Source: an optimization exercise on an open RTL-to-GDS flow (aim: small area). Production flows keep margins and buffers that such runs may drop. Function was checked by simulation only, so behaviour that the tests miss may differ from the original. No activity file was given, so power comes from the tool's default toggle rates.

== lane 1 ==
Design modbus_responder, start of the top module:
module modbus_responder (
    input  wire       clk,
    input  wire       rst,         
    input  wire [7:0] dev_addr,    
    input  wire       rx_valid,
    input  wire [7:0] rx_data,
    input  wire       rx_last,
    output wire       rx_ready,
    output wire       tx_valid,
    output wire [7:0] tx_data,
    output wire       tx_last,
    input  wire       tx_ready
);
    localparam [1:0] S_INIT = 2'd0,    
                     S_RX   = 2'd1,    
                     S_LD   = 2'd2,    
                     S_TX   = 2'd3;    
    localparam [1:0] P_HDR = 2'd0, P_RUN = 2'd1, P_CLO = 2'd2, P_CHI = 2'd3;
    function [15:0] crc16_byte;
        input [15:0] crc;
        input [7:0]  data;
        integer i;
        reg [15:0] x;
        begin
            x = crc ^ {8'h00, data};
            for (i = 0; i < 8; i = i + 1)
                x = x[0] ? ((x >> 1) ^ 16'hA001) : (x >> 1);
            crc16_byte = x;
        end
    endfunction
    function [7:0] bank_init;
        input [4:0] p;
        begin
            bank_init[0] = (p[4] & p[1] & p[0]) | (p[4] & p[3] & p[0]) | (~p[4] & ~p[2] & ~p[0]) | (~p[4] & ~p[3] & p[2]);
            bank_init[1] = (~p[4] & p[3] & ~p[2] & ~p[1]) | (~p[4] & ~p[3] & ~p[0]) | (~p[4] & ~p[3] & p[2] & p[1]);
            bank_init[2] = (~p[4] & p[3] & ~p[2] & ~p[1] & ~p[0]) | (~p[3] & p[2] & p[1]) | (p[4] & p[2] & p[0]) | (~p[4] & ~p[3] & p[1] & ~p[0]);
  ...
Settings: LEC_CHECK=0, ABC_AREA=1, CAP_MARGIN=20, CORE_MARGIN=2, CORE_UTILIZATION=72, PLACE_DENSITY=0.82, SLEW_MARGIN=20; clock period 10.0 ns.
standard.sh (not shown) runs the stock make flow with config.mk's settings and CLKGATE_MAP_FILE= SYNTH_SCRIPT=/design/flow/synth_recipe.tcl, a recipe that flattens the netlist after the stock synthesis.
==> flow/flow/run.sh <==
#!/bin/bash
# Own flow: the standard synthesis, then its combinational logic is mapped
# again for area (registers, their names and cell types are left as they
# are), then the standard layout steps on that netlist, with larger CTS
# sink clusters.
set -euo pipefail
HERE=$PWD
R=$HERE/orfs/results/sky130hd/modbus_responder/base
LIB=$FLOW_HOME/platforms/sky130hd/lib/sky130_fd_sc_hd__tt_025C_1v80.lib
YOSYS=${YOSYS_EXE:-yosys}
command -v "$YOSYS" > /dev/null || YOSYS=$FLOW_HOME/../tools/install/yosys/bin/yosys

# 1. standard synthesis
bash standard.sh synth > 1_standard_synth.log 2>&1
cp $R/1_2_yosys.v $HERE/1_2_yosys_standard.v

# 2. combinational cell models from the library (sequential cells stay black boxes)
"$YOSYS" -p "read_liberty -ignore_miss_func $LIB; write_verilog -noattr $HERE/cell_models.v" > 2_models.log 2>&1
awk '/^module /{buf=""; seq=0} {buf=buf $0 "\n"} /always/{seq=1} /^endmodule/{if(!seq) printf "%s", buf; buf=""}' \
    $HERE/cell_models.v > $HERE/comb_models.v

# 3. map the combinational logic again with an area-oriented ABC script
DU=$(sed -n '/DONT_USE_CELLS/,/^#/p' $FLOW_HOME/platforms/sky130hd/config.mk | grep -o "sky130_fd_sc_hd__[a-z0-9_]*" | sed 's/^/-dont_use /' | tr '\n' ' ')
printf 'strash\ndch\nmap -a\nstrash\ndch\namap\ntopo\n' > $HERE/abc_area_map.script
"$YOSYS" -p "read_liberty -lib $LIB; read_verilog -overwrite $HERE/comb_models.v; read_verilog $HERE/1_2_yosys_standard.v; \
  hierarchy -top modbus_responder; flatten; techmap; opt -purge; \
  abc -script $HERE/abc_area_map.script -liberty $LIB $DU; opt_clean -purge; \
  read_liberty -lib -ignore_redef $LIB; hierarchy -top modbus_responder; \
  hilomap -singleton -hicell sky130_fd_sc_hd__conb_1 HI -locell sky130_fd_sc_hd__conb_1 LO; \
  insbuf -buf sky130_fd_sc_hd__buf_4 A X; check -assert -mapped; \
  stat -liberty $LIB; write_verilog -noattr -nohex -nodec $HERE/1_2_yosys_area.v" > 3_resynth.log 2>&1
cp $HERE/1_2_yosys_area.v $R/1_2_yosys.v
rm -f $R/1_synth.odb

# 4. the standard layout on the new netlist; CTS with larger sink clusters
#    (about 28 flip-flops per leaf buffer) and no dummy loads
#    Ports get the smallest buffer cell.
export BUFFER_PORTS_ARGS="-buffer_cell sky130_fd_sc_hd__buf_1"
export CTS_ARGS="-sink_clustering_enable -repair_clock_nets -sink_clustering_size 28 -sink_clustering_max_diameter 130 -dont_use_dummy_load"
bash standard.sh > 4_standard_layout.log 2>&1
Lane 1 has completed all stages; timing, DRC and antenna checks passed.
Edits applied to the flow inputs when going from lane 1 to lane 2:
Settings: CTS_CLUSTER_SIZE newly set to 25.
==> flow/run.sh (new file) <==
#!/bin/bash
# synth_recipe.tcl (not shown) runs the flow's synth.tcl, then flattens the netlist and writes it again
# the make line also repeats each setting of config.mk as NAME=value (left out here)
make -C /OpenROAD-flow-scripts/flow DESIGN_CONFIG=/design/flow/config.mk WORK_HOME=/design/flow/orfs CLKGATE_MAP_FILE= SYNTH_SCRIPT=/design/flow/synth_recipe.tcl finish
removed: flow/flow/run.sh
removed: flow/standard.sh
==> comparison <==
Fmax: lane 2 above lane 1. Lane 2 vs lane 1 — cell area after synthesis rose 8.0%. Cell area power density in lane 2 is 13% above lane 1. Core utilization in lane 2 vs lane 1: up 6.6 points.

==> what the ideal ports hide <==
Ports are ideal in the flow. The routed layouts listed here were re-timed in OpenROAD. Step 1 (the two cells are an assumption about what drives the block):
set clk [get_ports {clk}]
set_driving_cell -lib_cell sky130_fd_sc_hd__clkbuf_16 $clk
set_driving_cell -lib_cell sky130_fd_sc_hd__buf_2 [delete_from_list [all_inputs] $clk]
Step 2 times the ports against the registers' clock, not the clock port: input delays grow and output delays shrink by t, the midpoint of the rising clock arrivals with the driver on. a / b / c = ideal / step 1 / step 2; a / b = the first two.
run	shift t [ns]	setup slack, ns	worst register clock-pin slew, ns
lane 1	0.557	2.805 / 2.805 / 2.805	0.11 / 0.11
lane 2	0.587	4.096 / 4.046 / 4.401	0.07 / 0.07
After both steps setup and hold are still met in every run listed.
